What follows belongs to an exercise in optimizing a design on an open flow for a short achievable clock period and few clock cycles; a production flow would make more cautious choices.
Function was checked by simulation only, so behaviour that the tests miss may differ from the original.

==> run X <==
Design lcd_draw, start of the top module:
module lcd_draw (
    input  wire        clk,
    input  wire        rst,
    input  wire        cmd_valid,
    output wire        cmd_ready,
    input  wire [7:0]  cmd_op,
    input  wire [15:0] cmd_a,
    input  wire [15:0] cmd_b,
    input  wire [15:0] cmd_c,
    input  wire [15:0] cmd_d,
    input  wire [15:0] cmd_e,
    output reg         rsp_valid,
    output reg  [7:0]  rsp_status,
    output wire        out_valid,
    output wire [15:0] out_data,
    output wire        out_last,
    input  wire        out_ready
);
clock: 7.0 ns
lec_check: 0
abc_clock_period_in_ps: 1500
cap_margin: 20
core_margin: 2
core_utilization: 50
cts_cluster_diameter: 80
cts_cluster_size: 24
setup_slack_margin: 5.0
slew_margin: 20
tns_end_percent: 100
standard.sh (not shown) runs the stock make flow with config.mk's settings and CLKGATE_MAP_FILE= SYNTH_SCRIPT=/design/flow/synth_recipe.tcl, a recipe that flattens the netlist after the stock synthesis.
==> flow/flow/run.sh <==
#!/bin/bash
# Layout flow: the standard flow (standard.sh, unchanged synthesis, floorplan,
# power grid, placement, CTS and routing), with two resizer settings changed:
#   MATCH_CELL_FOOTPRINT=0  lets timing repair resize cells to other footprints
#   BUFFER_PORTS_ARGS       buffers the ports with buf_4 instead of the default pick
# Each make step writes its own log under orfs/logs; the make output goes to standard.log.
set -euo pipefail
bash standard.sh MATCH_CELL_FOOTPRINT=0 "BUFFER_PORTS_ARGS=-buffer_cell sky130_fd_sc_hd__buf_4" finish > standard.log 2>&1
==> inputs of run F, as changes to run X <==
--- a/flow/design.v
+++ b/flow/design.v
@@ -198,12 +198,13 @@
     localparam [4:0] G_LS2B  = 5'd23;
     localparam [4:0] G_LS4B  = 5'd24;
     localparam [4:0] G_LA2   = 5'd25;
     localparam [4:0] G_CPREP2= 5'd26;
     localparam [4:0] G_CUPD1B= 5'd27;
     localparam [4:0] G_CPREP0= 5'd28;
+    localparam [4:0] G_LOP   = 5'd29;
     localparam [2:0] K_FRAME = 3'd0;    
     localparam [2:0] K_ARM   = 3'd1;
     localparam [2:0] K_RAW   = 3'd2;
     localparam [2:0] K_D16   = 3'd3;
     localparam [2:0] K_FILLD = 3'd4;
     localparam [2:0] K_CLEAR = 3'd5;
@@ -279,13 +280,13 @@
     reg [17:0] ex, ey, kx, ky;
     reg [8:0]  dxl, dyl, dxml, dyml;
     reg [8:0]  g1l, g2l, h1l, h2l;           
     reg [16:0] dxy, dxy1, dyx, dyx1;         
     reg        adx_z, ady_z;
     reg [9:0]  exl, eyl;                     
-    reg [8:0]  exh_op, eyh_op;               
+    reg [17:0] xop, yop;                     
     reg [15:0] lx_n, ly_n;                   
     reg        lcnt_zero, lcnt_one;
     reg [15:0] lcnt_m1;
     reg [1:0]  side;
     reg signed [17:0] cx, cy, cyi, ndxy;       
     reg signed [17:0] cx_p, cy_m, ndxy_m1, ndxy_m2;
@@ -558,33 +559,38 @@
                     ey    <= {18{1'b1}};
                     kx    <= {dxy[16], dxy};
                     ex    <= {dxy1[16], dxy1};
                     lcnt_zero <= ady_z;
                 end
                 lcnt <= dxy1[16] ? ady : adx;
-                gst  <= G_LA;
+                gst  <= G_LOP;
+            end
+            G_LOP: begin
+                xop <= ex[17] ? {2'b00, adx} : kx;
+                yop <= ey[17] ? {2'b00, ady} : ky;
+                gst <= G_LA;
             end
             G_LA: begin
-                exl  <= {1'b0, ex[8:0]} + {1'b0, ex[17] ? adx[8:0] : kx[8:0]};
-                eyl  <= {1'b0, ey[8:0]} + {1'b0, ey[17] ? ady[8:0] : ky[8:0]};
-                exh_op <= ex[17] ? {2'b00, adx[15:9]} : kx[17:9];
-                eyh_op <= ey[17] ? {2'b00, ady[15:9]} : ky[17:9];
+                exl  <= {1'b0, ex[8:0]} + {1'b0, xop[8:0]};
+                eyl  <= {1'b0, ey[8:0]} + {1'b0, yop[8:0]};
                 lx_n <= sxn ? lx - 16'd1 : lx + 16'd1;
                 ly_n <= syn ? ly - 16'd1 : ly + 16'd1;
                 lcnt_m1  <= lcnt - 16'd1;
                 lcnt_one <= (lcnt == 16'd1);
                 gst  <= G_LA2;
             end
             G_LA2: begin
-                ex <= {ex[17:9] + exh_op + {8'd0, exl[9]}, exl[8:0]};
-                ey <= {ey[17:9] + eyh_op + {8'd0, eyl[9]}, eyl[8:0]};
+                ex <= {ex[17:9] + xop[17:9] + {8'd0, exl[9]}, exl[8:0]};
+                ey <= {ey[17:9] + yop[17:9] + {8'd0, eyl[9]}, eyl[8:0]};
                 if (!ex[17]) lx <= lx_n;
                 if (!ey[17]) ly <= ly_n;
                 gst <= G_LPLOT;
             end
             G_LPLOT: begin
+                xop     <= ex[17] ? {2'b00, adx} : kx;
+                yop     <= ey[17] ? {2'b00, ady} : ky;
                 fr_kind <= K_FRAME;
                 fr_len  <= 7'd117;
                 fr_x0   <= lx;
                 fr_y0   <= ly;
                 fr_x1   <= lx;
                 fr_y1   <= ly;
==> flow/config.mk (replaced) <==
export PLATFORM = sky130hd
export DESIGN_NAME = lcd_draw
export DESIGN_NICKNAME = lcd_draw
export VERILOG_FILES = /design/flow/design.v
export SDC_FILE = /design/flow/constraint.sdc
export NUM_CORES = 4
export LEC_CHECK = 0
export ABC_CLOCK_PERIOD_IN_PS = 2000
export CAP_MARGIN = 20
export CORE_MARGIN = 2
export CORE_UTILIZATION = 50
export CTS_CLUSTER_DIAMETER = 80
export CTS_CLUSTER_SIZE = 24
export SETUP_SLACK_MARGIN = 4.7
export SLEW_MARGIN = 20
export TNS_END_PERCENT = 100
==> flow_summary.toml <==
[outcome]
status = "no timing/DRC/antenna violations"

[floorplan]
dieArea_um2 = 215000

[cells_and_area]
drive_above_1_share = 0.177
area_delta_synth_final_pct = 15.0
multi_input_gates = 5669
nonClkBufAreaFrac = 0.0523

[pwr]
p_seq_mw = 18.3

[yosys]
synth_xor_area_frac = 0.0452
avgSynthCellArea_um2 = 12.0

[routing]
drt-met1-wl_um = 129000
wl_per_cell_um = 24.8
route.met3.wl_um = 18900

[critical_path]
r2r_start = "ady[8]"
reg2reg_slack_ns = 4.28
Source of the figures above: run F

==> flow_summary.toml <==
[outcome]
status = "no timing/DRC/antenna violations"

[cells_and_area]
multi_input_gates = 5728
area_delta_synth_final_pct = 32.6
nonClkBufAreaFrac = 0.124
drive_above_1_share = 0.346
finalNonFillerCells = 12800

[routing]
drtIter0Drc = 10200
wl_per_cell_um = 28.8
route.met3.wl_um = 32800
drt-met1-wl_um = 142000

[pwr]
p_seq_mw = 18.5
ir_worst_vdd_mv = 0.339

[critical_path]
reg2reg_slack_ns = 4.26

[yosys]
synth_xor_area_frac = 0.0423

[floorplan]
dieArea_um2 = 215000
Source of the figures above: run X

Testbench counts of run X, summed over its fixed seeds: cycles 327,108.
Testbench counts of run F, summed over its fixed seeds: cycles 327,187.

==> inputs of exp/nickel <==
Another version of the RTL of lcd_draw (not shown whole).
Settings: LEC_CHECK=0, ABC_CLOCK_PERIOD_IN_PS=2000, CAP_MARGIN=20, CORE_MARGIN=2, CORE_UTILIZATION=50, CTS_CLUSTER_DIAMETER=100, CTS_CLUSTER_SIZE=30, SETUP_SLACK_MARGIN=4.7, SLEW_MARGIN=20, TNS_END_PERCENT=100; clock period 7.0 ns.
Scripts as last shown in full above: flow/flow/run.sh
==> inputs of exp/violet, as changes to exp/nickel <==
--- a/flow/design.v
+++ b/flow/design.v
@@ -19,15 +19,16 @@
     reg [9:0]   wc;        
     reg         wc_end;    
     reg [16:0]  q0, q1;    
     reg [16:0]  q0s;       
     reg         qfull;     
+    reg         qne;       
     wire emit  = g16 && !qfull;
     wire merge = sq_valid && (emit ? !g32 : !g16);
     assign sq_pop = merge;
     wire [16:0] w_new = {wc_end, acc[131:116]};
-    wire        pop   = out_valid && out_ready;
+    wire        pop   = qne && out_ready;
     assign out_data  = q0[15:0];
     assign out_last  = q0[16];
     always @(posedge clk) begin
         if (rst) begin
             acc       <= 132'd0;
@@ -36,10 +37,11 @@
             g32       <= 1'b0;
             g48       <= 1'b0;
             wc        <= 10'd0;
             wc_end    <= 1'b0;
             out_valid <= 1'b0;
+            qne       <= 1'b0;
             qfull     <= 1'b0;
             wtaken    <= 10'd0;
         end else begin
             if (merge && sq_clr)
                 acc <= 132'd0;
@@ -62,21 +64,22 @@
             end else if (emit) begin
                 wc     <= wc_end ? 10'd0 : wc + 10'd1;
                 wc_end <= (wc == 10'd574);
             end
             out_valid <= emit || qfull || (out_valid && !pop);
-            qfull     <= !pop && (qfull || (emit && out_valid));
+            qne       <= emit || qfull || (qne && !pop);
+            qfull     <= !pop && (qfull || (emit && qne));
             if (pop)
                 wtaken <= wtaken + 10'd1;
         end
         if (pop)
             q0 <= qfull ? q1 : w_new;
         else
-            q0 <= out_valid ? q0s : w_new;
-        if (pop ? 1'b1 : !out_valid)
+            q0 <= qne ? q0s : w_new;
+        if (pop ? 1'b1 : !qne)
             q0s <= pop ? (qfull ? q1 : w_new) : w_new;
-        if (emit && !pop && out_valid)
+        if (emit && !pop && qne)
             q1 <= w_new;
     end
 endmodule
 module lcd_frame (
     input  wire         clk,
@@ -195,10 +198,11 @@
     localparam [4:0] G_LS2B  = 5'd23;
     localparam [4:0] G_LS4B  = 5'd24;
     localparam [4:0] G_LA2   = 5'd25;
     localparam [4:0] G_CPREP2= 5'd26;
     localparam [4:0] G_CUPD1B= 5'd27;
+    localparam [4:0] G_CPREP0= 5'd28;
     localparam [2:0] K_FRAME = 3'd0;    
     localparam [2:0] K_ARM   = 3'd1;
     localparam [2:0] K_RAW   = 3'd2;
     localparam [2:0] K_D16   = 3'd3;
     localparam [2:0] K_FILLD = 3'd4;
@@ -207,18 +211,18 @@
     localparam [2:0] RQ_DEPTH = 3'd4;
     reg  [87:0] cq_hd;
     reg         cq_hv;
     reg         cmd_ready_r;
     assign cmd_ready = cmd_ready_r;
-    wire        cq_acc = cmd_valid && cmd_ready_r;
+    wire        cq_acc = cmd_valid && !cq_hv;
     wire        cq_pop;
     wire        cq_hv_n = (cq_hv && !cq_pop) || cq_acc;
     always @(posedge clk) begin
         if (!cq_hv) cq_hd <= {cmd_op, cmd_a, cmd_b, cmd_c, cmd_d, cmd_e};
         if (rst) begin
             cq_hv       <= 1'b0;
-            cmd_ready_r <= 1'b0;
+            cmd_ready_r <= 1'b1;
         end else begin
             cq_hv       <= cq_hv_n;
             cmd_ready_r <= !cq_hv_n;
         end
     end
@@ -276,10 +280,11 @@
     reg [8:0]  dxl, dyl, dxml, dyml;
     reg [8:0]  g1l, g2l, h1l, h2l;           
     reg [16:0] dxy, dxy1, dyx, dyx1;         
     reg        adx_z, ady_z;
     reg [9:0]  exl, eyl;                     
+    reg [8:0]  exh_op, eyh_op;               
     reg [15:0] lx_n, ly_n;                   
     reg        lcnt_zero, lcnt_one;
     reg [15:0] lcnt_m1;
     reg [1:0]  side;
     reg signed [17:0] cx, cy, cyi, ndxy;       
@@ -291,10 +296,12 @@
     reg [15:0] yrem;
     reg        yi_last;
     reg [2:0]  ck;
     reg [15:0] cpx, cpy;                     
     reg [8:0]  cpxl, cpyl;
+    reg [15:0] oxs_r, oys_r;
+    reg        ox_c, oy_c;
     reg [10:0] cdal, cdbl;
     reg        rq;               
     reg        done;             
     always @(*) begin
         rq = 1'b0;
@@ -557,19 +564,21 @@
                 gst  <= G_LA;
             end
             G_LA: begin
                 exl  <= {1'b0, ex[8:0]} + {1'b0, ex[17] ? adx[8:0] : kx[8:0]};
                 eyl  <= {1'b0, ey[8:0]} + {1'b0, ey[17] ? ady[8:0] : ky[8:0]};
+                exh_op <= ex[17] ? {2'b00, adx[15:9]} : kx[17:9];
+                eyh_op <= ey[17] ? {2'b00, ady[15:9]} : ky[17:9];
                 lx_n <= sxn ? lx - 16'd1 : lx + 16'd1;
                 ly_n <= syn ? ly - 16'd1 : ly + 16'd1;
                 lcnt_m1  <= lcnt - 16'd1;
                 lcnt_one <= (lcnt == 16'd1);
                 gst  <= G_LA2;
             end
             G_LA2: begin
-                ex <= {ex[17:9] + (ex[17] ? {2'b00, adx[15:9]} : kx[17:9]) + {8'd0, exl[9]}, exl[8:0]};
-                ey <= {ey[17:9] + (ey[17] ? {2'b00, ady[15:9]} : ky[17:9]) + {8'd0, eyl[9]}, eyl[8:0]};
+                ex <= {ex[17:9] + exh_op + {8'd0, exl[9]}, exl[8:0]};
+                ey <= {ey[17:9] + eyh_op + {8'd0, eyl[9]}, eyl[8:0]};
                 if (!ex[17]) lx <= lx_n;
                 if (!ey[17]) ly <= ly_n;
                 gst <= G_LPLOT;
             end
             G_LPLOT: begin
@@ -604,20 +613,27 @@
                 yrem    <= cfill ? ndxy[15:0] : 16'd0;
                 yi_last <= !cfill || (ndxy == 18'sd0);
                 if (ndxy[17])
                     gst <= G_DONE;       
                 else
-                    gst <= G_CPREP;
+                    gst <= G_CPREP0;
+            end
+            G_CPREP0: begin
+                oxs_r <= oxs;
+                oys_r <= oys;
+                ox_c  <= ck[0];
+                oy_c  <= ck[1];
+                gst   <= G_CPREP;
             end
             G_CPREP: begin
-                cpxl <= {1'b0, ra[7:0]} + {1'b0, oxs[7:0]} + {8'd0, ck[0]};
-                cpyl <= {1'b0, rb[7:0]} + {1'b0, oys[7:0]} + {8'd0, ck[1]};
+                cpxl <= {1'b0, ra[7:0]} + {1'b0, oxs_r[7:0]} + {8'd0, ox_c};
+                cpyl <= {1'b0, rb[7:0]} + {1'b0, oys_r[7:0]} + {8'd0, oy_c};
                 gst  <= G_CPREP2;
             end
             G_CPREP2: begin
-                cpx <= {ra[15:8] + oxs[15:8] + {7'd0, cpxl[8]}, cpxl[7:0]};
-                cpy <= {rb[15:8] + oys[15:8] + {7'd0, cpyl[8]}, cpyl[7:0]};
+                cpx <= {ra[15:8] + oxs_r[15:8] + {7'd0, cpxl[8]}, cpxl[7:0]};
+                cpy <= {rb[15:8] + oys_r[15:8] + {7'd0, cpyl[8]}, cpyl[7:0]};
                 gst <= G_CPLOT;
             end
             G_CPLOT: begin
                 fr_kind <= K_FRAME;
                 fr_len  <= 7'd117;
@@ -627,21 +643,21 @@
                 fr_y1   <= cpy;
                 fr_col  <= fg;
                 if (rq) begin
                     ck <= ck + 3'd1;
                     if (ck == 3'd7) gst <= G_CNEXT;
-                    else            gst <= G_CPREP;
+                    else            gst <= G_CPREP0;
                 end
             end
             G_CNEXT: begin
                 cyi     <= cyi + 18'sd1;
                 yrem    <= yrem - 16'd1;
                 yi_last <= (yrem == 16'd1);
                 if (yi_last)
                     gst <= G_CUPD1;
                 else
-                    gst <= G_CPREP;
+                    gst <= G_CPREP0;
             end
             G_CUPD1: begin
                 cneg    <= cd[19];
                 cdal    <= {1'b0, cd[9:0]} + {1'b0, ca[9:0]};
                 cdbl    <= {1'b0, cd[9:0]} + {1'b0, cb[9:0]};
Settings changed: CTS_CLUSTER_DIAMETER 100 to 80, CTS_CLUSTER_SIZE 30 to 24.
==> results.txt <==
- Of exp/violet and exp/nickel, exp/violet has the higher fmax (gap about 3%, measured against exp/nickel).
- Of exp/violet and exp/nickel, exp/violet has the higher first-iteration DRC count (gap 26%, measured against exp/nickel).
- In exp/nickel the die area is smaller than in exp/violet, by about 2%.
- Between exp/nickel and exp/violet, the lower area after synthesis is in exp/nickel (gap about 2%, measured against exp/violet).
- Against exp/violet, the critical path depth of exp/nickel is higher by 1.
- Between exp/nickel and exp/violet, the lower routed wire length is in exp/nickel (gap 5.4%, measured against exp/violet).
- Of exp/violet and exp/nickel, exp/violet has the higher flip-flop and latch count (gap 51).
- Clock skew: exp/violet is lower than exp/nickel (0.013 ns).
- In exp/nickel the global-route usage is lower than in exp/violet, by 0.31 points.
- Sequential share of layout area: exp/nickel is higher than exp/violet (0.57 points).
Testbench counts of exp/nickel, summed over its fixed seeds: cycles 327,100.
Testbench counts of exp/violet, summed over its fixed seeds: cycles 327,108.

separate check: timing with driven ports:
Ports are ideal in the flow. The routed layouts listed here were re-timed in OpenROAD.
Step 1, drivers: a clkbuf_16 drives clk and a buf_2 each remaining input, both assumed.
Step 2, shift: input delay + t, output delay - t, t = (earliest + latest rising clock arrival at the registers) / 2. This alone moves slack from input paths to output paths.
Three values: ideal ports, drivers, drivers and shift; two values: the first two.
run | shift t [ns] | setup WS [ns] | hold slack, ns | cell pins on the clock port's net
run X | 0.916 | 4.260 / 4.199 / 3.793 | 0.332 / 0.332 / 0.332 | 1
run F | 0.932 | 4.252 / 4.155 / 3.667 | 0.333 / 0.333 / 0.333 | 1
exp/nickel | 0.873 | 4.192 / 4.096 / 3.706 | 0.340 / 0.340 / 0.340 | 1
exp/violet | 0.911 | 4.277 / 4.183 / 3.775 | 0.332 / 0.332 / 0.332 | 1
After both steps every run listed still meets setup and hold. The setup slack of run F, which loses most, moves by -0.097 ns with the drivers and by -0.585 ns with both steps.
